What follows belongs to an exercise in optimizing a design on an open flow for small area; a production flow would make more cautious choices.
RTL that was checked went through simulation tests only; none was proved equivalent to the original.
Power figures rest on the tool's default switching activity, not on a simulated workload.

==> maple <==
==> flow/design.v (excerpt) <==
module ptpc (
    input  wire        clk,
    input  wire        rst,           
    input  wire        tick,          
    input  wire        rx_in,         
    input  wire        tx_fault,      
    input  wire        bus_valid,
    input  wire        bus_write,
    input  wire [5:0]  bus_addr,      
    input  wire [1:0]  bus_size,      
    input  wire [31:0] bus_wdata,
    output reg  [31:0] bus_rdata,
    output wire        bus_err,
    output wire        ready,
    output wire        tx_out
);
clock: 20.0 ns
lec_check: 0
abc_area: 0
cap_margin: 20
core_margin: 2
core_utilization: 65
cts_buf_list: sky130_fd_sc_hd__clkbuf_16
cts_cluster_diameter: 80
cts_cluster_size: 24
slew_margin: 20
synth_memory_max_bits: 8192
run.sh (not shown) runs the stock make flow with config.mk's settings and CLKGATE_MAP_FILE= SYNTH_SCRIPT=/design/flow/synth_recipe.tcl, a recipe that flattens the netlist after the stock synthesis.
==> pepper (differences from maple) <==
--- a/flow/design.v
+++ b/flow/design.v
@@ -269,16 +269,20 @@
             abort_pending <= 1'b0;
             ts_armed      <= 1'b0;
             ts_level      <= 1'b0;
             ts_edge       <= 1'b0;
             buf0          <= 64'd0;
             cc            <= 7'd0;
             rc            <= 1'b0;
             slot_valid    <= 1'b0;
+            slot_value    <= 33'd0;
+            slot_bitlen   <= 6'd0;
+            slot_pulse    <= 13'd0;
+            slot_p2       <= 1'b0;
             rxo_valid     <= 1'b0;
             rxo_value     <= 33'd0;
             rxo_bitlen    <= 6'd0;
             rxo_pulse     <= 13'd0;
             rxo_p2        <= 1'b0;
             d_state       <= D_IDLE;
         end else begin
             if (wr) begin
@@ -315,21 +319,25 @@
                             32'd3: rx_en <= 1'b1;                       
                             32'd4: begin                                
                                 rx_en    <= 1'b0;
                                 ts_armed <= 1'b0;
                                 ts_edge  <= 1'b0;
                             end
                             32'd5: begin                                
                                 rxo_valid   <= slot_valid;
-                                rxo_value   <= slot_valid ? slot_value  : 33'd0;
-                                rxo_bitlen  <= slot_valid ? slot_bitlen : 6'd0;
-                                rxo_pulse   <= slot_valid ? slot_pulse  : 13'd0;
-                                rxo_p2      <= slot_valid & slot_p2;
+                                rxo_value   <= slot_value;
+                                rxo_bitlen  <= slot_bitlen;
+                                rxo_pulse   <= slot_pulse;
+                                rxo_p2      <= slot_p2;
                                 slot_valid  <= 1'b0;
+                                slot_value  <= 33'd0;
+                                slot_bitlen <= 6'd0;
+                                slot_pulse  <= 13'd0;
+                                slot_p2     <= 1'b0;
                             end
                             default: begin                              
                                 cmd_err  <= 1'b1;
                                 err_code <= E_OPCODE;
                             end
                         endcase
                     end
                     4'd1: begin                                         
Settings changed: CORE_UTILIZATION 65 to 40, CTS_BUF_LIST sky130_fd_sc_hd__clkbuf_16 to sky130_fd_sc_hd__clkbuf_8, CTS_CLUSTER_DIAMETER 80 to unset, CTS_CLUSTER_SIZE 24 to unset.
==> lagoon (differences from maple) <==
--- a/flow/design.v
+++ b/flow/design.v
@@ -77,19 +77,16 @@
     wire [6:0]  d_ptr  = t_idx[6:0];      
     wire [19:0] d_w    = t_unit[19:0];    
     wire [6:0]  d_r    = t_unit[26:20];   
     wire [4:0]  d_it   = t_unit[31:27];
     wire [12:0] d_unit = t_rep[12:0];
     wire        d_as   = t_rep[13];       
     wire        d_aw   = t_rep[14];       
     wire        d_any1 = t_rep[15];
-    wire [1:0]  d_k    = t_mc[1:0];       
-    wire        d_f0   = t_mc[2];         
-    wire        d_xs   = t_mc[3];         
     function [64:0] add64;
         input [63:0] a, b;
         input        ci;
         integer k;
         reg c;
         begin
             c = ci;
             for (k = 0; k < 64; k = k + 1) begin
@@ -191,55 +188,47 @@
     wire [20:0] mc_inc   = add20({15'd0, t_mc}, 20'd0, 1'b1);
     wire [20:0] rep_dec  = add20({4'd0, t_rep}, 20'hfffff, 1'b0);
     wire [20:0] idx_dec  = add20({12'd0, t_idx}, 20'hfffff, 1'b0);
     wire        tx_stop  = tx_fault || (part_end && t_phase && (abort_pending || tx_last));
     wire        tx_busy_after = tx_busy & ~tx_stop;
     wire        rx_act_after = rx_en & ~tx_busy_after;
     wire [63:0] dur      = cnt_inc;
     wire        d_long   = (|cnt[63:13]) || ge16({3'd0, cnt[12:0]}, 16'd5000);
-    wire [64:0] dl       = add64({32'd0, cnt[31:0]}, {32'd0, ~buf0[31:0]}, 1'b1);
-    wire        bl       = ~dl[32];
-    wire [64:0] hs       = add64({32'd0, cnt[63:32]}, {32'd0, ~buf0[63:32]}, 1'b0);
-    wire        h_eq     = ~hs[32] & (&hs[31:0]);               
-    wire        h_ep     =  hs[32] & (~|hs[31:0]);              
-    wire        h_em     = ~hs[32] & (&hs[31:1]) & ~hs[0];      
-    wire        hi_zero  = bl ? h_ep : h_eq;
-    wire        hi_ones  = bl ? h_eq : h_em;
-    wire        d_near   = (hi_zero && (~|dl[31:8]) && !ge16({8'd0, dl[7:0]}, 16'd199)) ||
-                           (hi_ones && (&dl[31:8]) && ge16({8'd0, dl[7:0]}, 16'd56));
+    wire [64:0] dd       = add64(cnt, ~buf0, 1'b1);    
+    wire        d_near   = dd[64] ? ((~|dd[63:8]) && !ge16({8'd0, dd[7:0]}, 16'd199))
+                                  : ((&dd[63:8]) && ge16({8'd0, dd[7:0]}, 16'd56));
     wire        d_match  = d_long && d_near;
     wire        can_dec  = (|cc[6:3]) && (~|buf0[63:17]);
     wire [12:0] rd_x   = sr[13*65 +: 13];
     wire [15:0] x16    = {3'd0, rd_x};
     wire [15:0] u16    = {3'd0, d_unit};
     wire [15:0] t16    = {3'd0, d_w[12:0]};
     wire [20:0] w3     = add20({4'd0, u16[14:0], 1'b0}, {4'd0, u16}, 1'b0);
     wire [15:0] wide16 = d_p ? {2'd0, d_unit, 1'b0} : w3[15:0];
-    wire [15:0] nom16  = d_k[1] ? wide16 : u16;
-    wire [15:0] opa    = d_k[0] ? nom16 : x16;
-    wire [15:0] opb    = d_k[0] ? x16 : nom16;
-    wire [20:0] at     = add20({4'd0, opa}, {4'd0, t16}, 1'b0);
-    wire        cmp_ge = ge16(at[15:0], opb);
-    wire        x_w    = d_f0 & cmp_ge;           
+    wire [20:0] xt     = add20({4'd0, x16}, {4'd0, t16}, 1'b0);
+    wire [20:0] ut     = add20({4'd0, u16}, {4'd0, t16}, 1'b0);
+    wire [20:0] wt     = add20({4'd0, wide16}, {4'd0, t16}, 1'b0);
+    wire        x_s    = ge16(xt[15:0], u16)    && ge16(ut[15:0], x16);
+    wire        x_w    = ge16(xt[15:0], wide16) && ge16(wt[15:0], x16);
     wire        pair_zero = d_as & x_w;
-    wire        pair_one  = d_aw & d_xs;
+    wire        pair_one  = d_aw & x_s;
     wire [20:0] ccm1_s    = add20({13'd0, cc}, 20'hfffff, 1'b0);
     wire [6:0]  ccm1      = ccm1_s[6:0];
     wire [20:0] cc_inc    = add20({13'd0, cc}, 20'd0, 1'b1);
     wire [6:0]  last_idx  = {ccm1[6:1], 1'b0};    
     wire [6:0]  dv_d   = (d_state == D_DIV1) ? (d_p ? 7'd10 : 7'd31) : 7'd100;
     wire        dv_in  = (d_state == D_DIV1) ? buf0[d_it] : d_w[19];
     wire [7:0]  dv_sh  = {d_r, dv_in};
     wire [20:0] dv_s   = add20({12'd0, dv_sh}, {12'd0, 1'b1, ~dv_d}, 1'b1);
     wire        dv_ge  = dv_s[8];
     wire [7:0]  dv_sub = dv_s[7:0];
     wire        rot    = (d_state == D_ROT && d_ptr != 7'd1) ||
-                         (d_state == D_PAIRA && d_k == 2'd3) ||
-                         (d_state == D_PAIRB && d_k == 2'd3 && (pair_zero || pair_one));
+                         d_state == D_PAIRA ||
+                         (d_state == D_PAIRB && (pair_zero || pair_one));
     wire [20:0] ptr_p1  = add20({13'd0, d_ptr}, 20'd0, 1'b1);
     wire [6:0]  ptr_inc = (d_ptr == 7'd65) ? 7'd0 : ptr_p1[6:0];
     wire [20:0] it_dec  = add20({15'd0, d_it}, 20'hfffff, 1'b0);
     wire [20:0] mul_s   = add20({d_w[18:0], 1'b0}, tol_pct[d_it] ? {7'd0, d_unit} : 20'd0, 1'b0);
     wire        push   = do_tick && rx_act_after && ts_armed && (rx_in != ts_level) &&
                          ts_edge && !d_long && (cc != 7'd66);
     always @(posedge clk) begin
         if (push || rot)
@@ -269,16 +258,20 @@
             abort_pending <= 1'b0;
             ts_armed      <= 1'b0;
             ts_level      <= 1'b0;
             ts_edge       <= 1'b0;
             buf0          <= 64'd0;
             cc            <= 7'd0;
             rc            <= 1'b0;
             slot_valid    <= 1'b0;
+            slot_value    <= 33'd0;
+            slot_bitlen   <= 6'd0;
+            slot_pulse    <= 13'd0;
+            slot_p2       <= 1'b0;
             rxo_valid     <= 1'b0;
             rxo_value     <= 33'd0;
             rxo_bitlen    <= 6'd0;
             rxo_pulse     <= 13'd0;
             rxo_p2        <= 1'b0;
             d_state       <= D_IDLE;
         end else begin
             if (wr) begin
@@ -315,21 +308,25 @@
                             32'd3: rx_en <= 1'b1;                       
                             32'd4: begin                                
                                 rx_en    <= 1'b0;
                                 ts_armed <= 1'b0;
                                 ts_edge  <= 1'b0;
                             end
                             32'd5: begin                                
                                 rxo_valid   <= slot_valid;
-                                rxo_value   <= slot_valid ? slot_value  : 33'd0;
-                                rxo_bitlen  <= slot_valid ? slot_bitlen : 6'd0;
-                                rxo_pulse   <= slot_valid ? slot_pulse  : 13'd0;
-                                rxo_p2      <= slot_valid & slot_p2;
+                                rxo_value   <= slot_value;
+                                rxo_bitlen  <= slot_bitlen;
+                                rxo_pulse   <= slot_pulse;
+                                rxo_p2      <= slot_p2;
                                 slot_valid  <= 1'b0;
+                                slot_value  <= 33'd0;
+                                slot_bitlen <= 6'd0;
+                                slot_pulse  <= 13'd0;
+                                slot_p2     <= 1'b0;
                             end
                             default: begin                              
                                 cmd_err  <= 1'b1;
                                 err_code <= E_OPCODE;
                             end
                         endcase
                     end
                     4'd1: begin                                         
@@ -454,41 +451,33 @@
                     t_unit[31:27] <= it_dec[4:0];
                     if (d_it == 5'd0) begin
                         t_unit[26:20] <= 7'd0;
                         t_unit[31:27] <= 5'd19;
                         d_state <= D_DIV2;
                     end
                 end
                 D_ROT: begin
-                    t_mc[1:0] <= 2'd0;
                     if (d_ptr == 7'd1) d_state <= D_PAIRA;
                     else               t_idx[6:0] <= ptr_inc;
                 end
-                D_PAIRA, D_PAIRB: begin
-                    t_mc[1:0] <= d_k + 2'd1;
-                    case (d_k)
-                        2'd0, 2'd2: t_mc[2] <= cmp_ge;
-                        2'd1:       t_mc[3] <= d_f0 & cmp_ge;
-                        default: ;
-                    endcase
-                    if (d_k == 2'd3) begin
-                        if (d_state == D_PAIRA) begin
-                            t_rep[13] <= d_xs;
-                            t_rep[14] <= x_w;
-                            t_idx[6:0] <= ptr_inc;
-                            d_state <= D_PAIRB;
-                        end else if (pair_zero || pair_one) begin
+                D_PAIRA: begin
+                    t_rep[13] <= x_s;
+                    t_rep[14] <= x_w;
+                    t_idx[6:0] <= ptr_inc;
+                    d_state <= D_PAIRB;
+                end
+                D_PAIRB: begin
+                    if (pair_zero || pair_one) begin
                         if (d_pass) slot_value <= {slot_value[31:0], ~pair_zero};
                         if (!pair_zero) t_rep[15] <= 1'b1;
                         t_idx[6:0] <= ptr_inc;
                         d_state <= (d_ptr == ((last_idx == 7'd66) ? 7'd0 : last_idx)) ? D_CHECK : D_PAIRA;
-                        end else begin
-                            d_state <= D_NEXTP;
-                        end
+                    end else begin
+                        d_state <= D_NEXTP;
                     end
                 end
                 D_CHECK: begin
                     if (!d_pass) begin
                         if (d_any1) begin
                             t_idx[7]   <= 1'b1;
                             slot_value <= 33'd0;
                             d_state    <= D_ROT;
Settings changed: CORE_UTILIZATION 65 to 40, CTS_BUF_LIST sky130_fd_sc_hd__clkbuf_16 to sky130_fd_sc_hd__clkbuf_8, CTS_CLUSTER_DIAMETER 80 to unset, CTS_CLUSTER_SIZE 24 to unset.
==> impl_results.md <==
* Status: complete, but fails checks
* Failing Checks: setup timing
* Compound-gate portion of the synthesized area at approximately 7.9%
* DR WL/cell at approximately 27 um
* HP Start: sr[794]$_DFFE_PP_
* Count of multi-input combinational gates at 2239
* Metal3 WL at 18.19 mm
* Pleak at 23.31 nW
* Worst Setup SP: cnt[0]$_SDFFCE_PP0P_
* Root Buffer: clkbuf_8
* Final setup viols at 147
* Setup slack after layout at -4.511 ns
* Initial Util at 40.35%
* Number of fill cells at 13.79k
* CTS Buf Count at 240
* Share of cells above drive strength 1 at 14.37%
* Switch share at 23.48%
# the run above: lagoon

==> impl_results.md <==
* Most used flip-flop cell after synthesis: edfxtp_1
* Setup slack after layout at 3.400 ns
* Status: timing/DRC/antenna clean
* CP Class: flip-flop to flip-flop
* Switch share at 23.05%
* Final setup viols at 0
* Initial Util at 65.68%
* HP Start: sr[511]$_DFFE_PP_
* FF-to-FF End: buf0[21]$_SDFFE_PP0P_
* Final Non-Filler Cells at 5340
* DR WL/cell at 37.72 um
* Root Buffer: clkbuf_16
* CTS Buf Count at 76
* Count of multi-input combinational gates at 2094
* Pleak at 20.99 nW
* Util after Layout at 70.95%
* Multi-input combinational area share at 24.87%
* Number of fill cells at 5781
# the run above: maple

==> impl_results.md <==
* Worst Setup SP: buf0[32]$_SDFFE_PP0P_
* Status: timing/DRC/antenna clean
* Root Buffer: clkbuf_8
* Pleak at 23.02 nW
* CTS Buf Count at 240
* DR WL/cell at around 27 um
* Setup slack after layout at slightly below 4 ns
* Count of multi-input combinational gates at 2188
* Final setup viols at 0
* HP Start: sr[831]$_DFFE_PP_
* Initial Util at 40.37%
* Share of cells above drive strength 1 at a little under an eighth
* Number of fill cells at 13.38k
# the run above: pepper

Only the layout flow was run in lagoon; the RTL was not checked for function there.

========
==> inputs of v31 <==
RTL: one of the versions met above, not the one the previous note started from.
## ptpc
module ptpc (
    input  wire        clk,
    input  wire        rst,           
    input  wire        tick,          
    input  wire        rx_in,         
    input  wire        tx_fault,      
    input  wire        bus_valid,
    input  wire        bus_write,
    input  wire [5:0]  bus_addr,      
    input  wire [1:0]  bus_size,      
    input  wire [31:0] bus_wdata,
    output reg  [31:0] bus_rdata,
    output wire        bus_err,
    output wire        ready,
    output wire        tx_out
);
    localparam [3:0] E_BUSY    = 4'd1;
    localparam [3:0] E_LEN     = 4'd2;
    localparam [3:0] E_SYMBOL  = 4'd3;
    localparam [3:0] E_OPCODE  = 4'd4;
    localparam [3:0] E_TXFAULT = 4'd5;
    reg         tx_proto;
    reg  [1:0]  rx_proto_mask;
    reg  [7:0]  tol_pct;
    reg  [15:0] tx_repeat;
    reg  [31:0] tx_pulse;
    reg  [7:0]  tx_len;
    reg         tx_mode;
    reg  [127:0] txd;
    reg         rx_en;
    reg         tx_err;
    reg         cmd_err;
    reg  [3:0]  err_code;
    reg  [63:0] cnt;
    reg         tx_busy;
    reg         abort_pending;
    reg         t_phase;      
    reg  [127:0] t_bits;
    reg  [6:0]  t_nm1;        
    reg  [7:0]  t_idx;        
    reg  [31:0] t_unit;
    reg         t_proto;
    reg  [15:0] t_rep;        
    reg  [4:0]  t_mc;         
    reg         ts_armed;
    reg         ts_level;
    reg         ts_edge;
    reg  [63:0] buf0;
    reg  [66*13-1:0] sr;      
    reg  [6:0]  cc;
    reg         rc;
    reg         slot_valid;
    reg  [32:0] slot_value;
    reg  [5:0]  slot_bitlen;
    reg  [12:0] slot_pulse;
    reg         slot_p2;
  ...
Settings: LEC_CHECK=0, ABC_AREA=0, CAP_MARGIN=20, CORE_MARGIN=2, CORE_UTILIZATION=40, CTS_BUF_LIST=sky130_fd_sc_hd__clkbuf_4, SLEW_MARGIN=20, SYNTH_MEMORY_MAX_BITS=8192; clock period 20.0 ns.
==> v18 (differences from v31) <==
--- a/flow/design.v
+++ b/flow/design.v
@@ -80,10 +80,13 @@
     wire [4:0]  d_it   = t_unit[31:27];
     wire [12:0] d_unit = t_rep[12:0];
     wire        d_as   = t_rep[13];       
     wire        d_aw   = t_rep[14];       
     wire        d_any1 = t_rep[15];
+    wire [1:0]  d_k    = t_mc[1:0];       
+    wire        d_f0   = t_mc[2];         
+    wire        d_xs   = t_mc[3];         
     function [64:0] add64;
         input [63:0] a, b;
         input        ci;
         integer k;
         reg c;
@@ -191,28 +194,36 @@
     wire        tx_stop  = tx_fault || (part_end && t_phase && (abort_pending || tx_last));
     wire        tx_busy_after = tx_busy & ~tx_stop;
     wire        rx_act_after = rx_en & ~tx_busy_after;
     wire [63:0] dur      = cnt_inc;
     wire        d_long   = (|cnt[63:13]) || ge16({3'd0, cnt[12:0]}, 16'd5000);
-    wire [64:0] dd       = add64(cnt, ~buf0, 1'b1);    
-    wire        d_near   = dd[64] ? ((~|dd[63:8]) && !ge16({8'd0, dd[7:0]}, 16'd199))
-                                  : ((&dd[63:8]) && ge16({8'd0, dd[7:0]}, 16'd56));
+    wire [64:0] dl       = add64({32'd0, cnt[31:0]}, {32'd0, ~buf0[31:0]}, 1'b1);
+    wire        bl       = ~dl[32];
+    wire [64:0] hs       = add64({32'd0, cnt[63:32]}, {32'd0, ~buf0[63:32]}, 1'b0);
+    wire        h_eq     = ~hs[32] & (&hs[31:0]);               
+    wire        h_ep     =  hs[32] & (~|hs[31:0]);              
+    wire        h_em     = ~hs[32] & (&hs[31:1]) & ~hs[0];      
+    wire        hi_zero  = bl ? h_ep : h_eq;
+    wire        hi_ones  = bl ? h_eq : h_em;
+    wire        d_near   = (hi_zero && (~|dl[31:8]) && !ge16({8'd0, dl[7:0]}, 16'd199)) ||
+                           (hi_ones && (&dl[31:8]) && ge16({8'd0, dl[7:0]}, 16'd56));
     wire        d_match  = d_long && d_near;
     wire        can_dec  = (|cc[6:3]) && (~|buf0[63:17]);
     wire [12:0] rd_x   = sr[13*65 +: 13];
     wire [15:0] x16    = {3'd0, rd_x};
     wire [15:0] u16    = {3'd0, d_unit};
     wire [15:0] t16    = {3'd0, d_w[12:0]};
     wire [20:0] w3     = add20({4'd0, u16[14:0], 1'b0}, {4'd0, u16}, 1'b0);
     wire [15:0] wide16 = d_p ? {2'd0, d_unit, 1'b0} : w3[15:0];
-    wire [20:0] xt     = add20({4'd0, x16}, {4'd0, t16}, 1'b0);
-    wire [20:0] ut     = add20({4'd0, u16}, {4'd0, t16}, 1'b0);
-    wire [20:0] wt     = add20({4'd0, wide16}, {4'd0, t16}, 1'b0);
-    wire        x_s    = ge16(xt[15:0], u16)    && ge16(ut[15:0], x16);
-    wire        x_w    = ge16(xt[15:0], wide16) && ge16(wt[15:0], x16);
+    wire [15:0] nom16  = d_k[1] ? wide16 : u16;
+    wire [15:0] opa    = d_k[0] ? nom16 : x16;
+    wire [15:0] opb    = d_k[0] ? x16 : nom16;
+    wire [20:0] at     = add20({4'd0, opa}, {4'd0, t16}, 1'b0);
+    wire        cmp_ge = ge16(at[15:0], opb);
+    wire        x_w    = d_f0 & cmp_ge;           
     wire        pair_zero = d_as & x_w;
-    wire        pair_one  = d_aw & x_s;
+    wire        pair_one  = d_aw & d_xs;
     wire [20:0] ccm1_s    = add20({13'd0, cc}, 20'hfffff, 1'b0);
     wire [6:0]  ccm1      = ccm1_s[6:0];
     wire [20:0] cc_inc    = add20({13'd0, cc}, 20'd0, 1'b1);
     wire [6:0]  last_idx  = {ccm1[6:1], 1'b0};    
     wire [6:0]  dv_d   = (d_state == D_DIV1) ? (d_p ? 7'd10 : 7'd31) : 7'd100;
@@ -220,12 +231,12 @@
     wire [7:0]  dv_sh  = {d_r, dv_in};
     wire [20:0] dv_s   = add20({12'd0, dv_sh}, {12'd0, 1'b1, ~dv_d}, 1'b1);
     wire        dv_ge  = dv_s[8];
     wire [7:0]  dv_sub = dv_s[7:0];
     wire        rot    = (d_state == D_ROT && d_ptr != 7'd1) ||
-                         d_state == D_PAIRA ||
-                         (d_state == D_PAIRB && (pair_zero || pair_one));
+                         (d_state == D_PAIRA && d_k == 2'd3) ||
+                         (d_state == D_PAIRB && d_k == 2'd3 && (pair_zero || pair_one));
     wire [20:0] ptr_p1  = add20({13'd0, d_ptr}, 20'd0, 1'b1);
     wire [6:0]  ptr_inc = (d_ptr == 7'd65) ? 7'd0 : ptr_p1[6:0];
     wire [20:0] it_dec  = add20({15'd0, d_it}, 20'hfffff, 1'b0);
     wire [20:0] mul_s   = add20({d_w[18:0], 1'b0}, tol_pct[d_it] ? {7'd0, d_unit} : 20'd0, 1'b0);
     wire        push   = do_tick && rx_act_after && ts_armed && (rx_in != ts_level) &&
@@ -454,27 +465,35 @@
                         t_unit[31:27] <= 5'd19;
                         d_state <= D_DIV2;
                     end
                 end
                 D_ROT: begin
+                    t_mc[1:0] <= 2'd0;
                     if (d_ptr == 7'd1) d_state <= D_PAIRA;
                     else               t_idx[6:0] <= ptr_inc;
                 end
-                D_PAIRA: begin
-                    t_rep[13] <= x_s;
-                    t_rep[14] <= x_w;
-                    t_idx[6:0] <= ptr_inc;
-                    d_state <= D_PAIRB;
-                end
-                D_PAIRB: begin
-                    if (pair_zero || pair_one) begin
+                D_PAIRA, D_PAIRB: begin
+                    t_mc[1:0] <= d_k + 2'd1;
+                    case (d_k)
+                        2'd0, 2'd2: t_mc[2] <= cmp_ge;
+                        2'd1:       t_mc[3] <= d_f0 & cmp_ge;
+                        default: ;
+                    endcase
+                    if (d_k == 2'd3) begin
+                        if (d_state == D_PAIRA) begin
+                            t_rep[13] <= d_xs;
+                            t_rep[14] <= x_w;
+                            t_idx[6:0] <= ptr_inc;
+                            d_state <= D_PAIRB;
+                        end else if (pair_zero || pair_one) begin
                         if (d_pass) slot_value <= {slot_value[31:0], ~pair_zero};
                         if (!pair_zero) t_rep[15] <= 1'b1;
                         t_idx[6:0] <= ptr_inc;
                         d_state <= (d_ptr == ((last_idx == 7'd66) ? 7'd0 : last_idx)) ? D_CHECK : D_PAIRA;
-                    end else begin
-                        d_state <= D_NEXTP;
+                        end else begin
+                            d_state <= D_NEXTP;
+                        end
                     end
                 end
                 D_CHECK: begin
                     if (!d_pass) begin
                         if (d_any1) begin
- CORE_UTILIZATION: 40 -> 65
- CTS_BUF_LIST: sky130_fd_sc_hd__clkbuf_4 -> sky130_fd_sc_hd__clkbuf_16
- CTS_CLUSTER_DIAMETER: default -> 80
- CTS_CLUSTER_SIZE: default -> 24
==> run_results.csv <==
group,metric,value,unit
logic_synthesis,synth_common_cells,"edfxtp_1 (1280), nand2_1 (271), dfxtp_1 (232), nor2_1 (207), inv_1 (187)",
grt,grtUsageTotal,40.1,%
sta,maxSlewHeadroom,6.28,%
power,power_switching_share,23.1,%
final_layout,post-route-util,70.9,%
outcome,outcome,"timing/DRC/antenna clean",
grt,grt_pass1_vias,38200,
power,seqPwrFrac,62.9,%
power,power_frac_clock,32.2,%
final_layout,nonClockBufferCount,163,
logic_synthesis,mappedNetlistNets,4373,
[end of results for v18]
==> run_results.csv <==
group,metric,value,unit
sta,maxSlewHeadroom,20.0,%
outcome,so_faults,"negative setup slack",
grt,grtUsageTotal,22.8,%
power,seqPwrFrac,54.4,%
power,power_frac_clock,41.4,%
final_layout,post-route-util,46.5,%
logic_synthesis,mappedNetlistNets,4518,
sta,fin_ws,-4.55,ns
final_layout,nonClockBufferCount,219,
sta,setup_violations,147,
logic_synthesis,synth_common_cells,"edfxtp_1 (1280), nand2_1 (282), nor2_1 (236), dfxtp_1 (232), inv_1 (229)",
outcome,outcome,"finished with violations",
[end of results for v31]
Function not checked in v31: the RTL went through the layout flow alone.

## separate check: timing with driven ports
How much do the figures lean on ideal ports? The routed layouts below were timed once more, with nothing changed but the port constraints.
Step 1 (the two cells are an assumption about what drives the block):
set clk [get_ports {clk}]
set_driving_cell -lib_cell sky130_fd_sc_hd__clkbuf_16 $clk
set_driving_cell -lib_cell sky130_fd_sc_hd__buf_2 [delete_from_list [all_inputs] $clk]
Step 2 moves the port delays by t, midway between the first and last clock arrival at a register: inputs arrive t later, outputs are due t later. That takes back most of the time a late clock gives input paths.
Slacks: ideal ports / drivers / drivers and shift; pairs: ideal ports / drivers.
run | t, ns | setup WS [ns] | worst register clock-pin slew, ns | cell pins on the clock port's net
maple | 0.772 | 3.400 / 3.400 / 3.400 | 0.11 / 0.11 | 1
pepper | 1.037 | 3.885 / 3.885 / 3.885 | 0.07 / 0.07 | 1
lagoon | 1.008 | -4.511 / -4.511 / -4.511 | 0.07 / 0.07 | 1
v31 | 1.341 | -4.554 / -4.554 / -4.554 | 0.08 / 0.08 | 1
v18 | 0.770 | 3.073 / 3.073 / 3.073 | 0.11 / 0.11 | 1
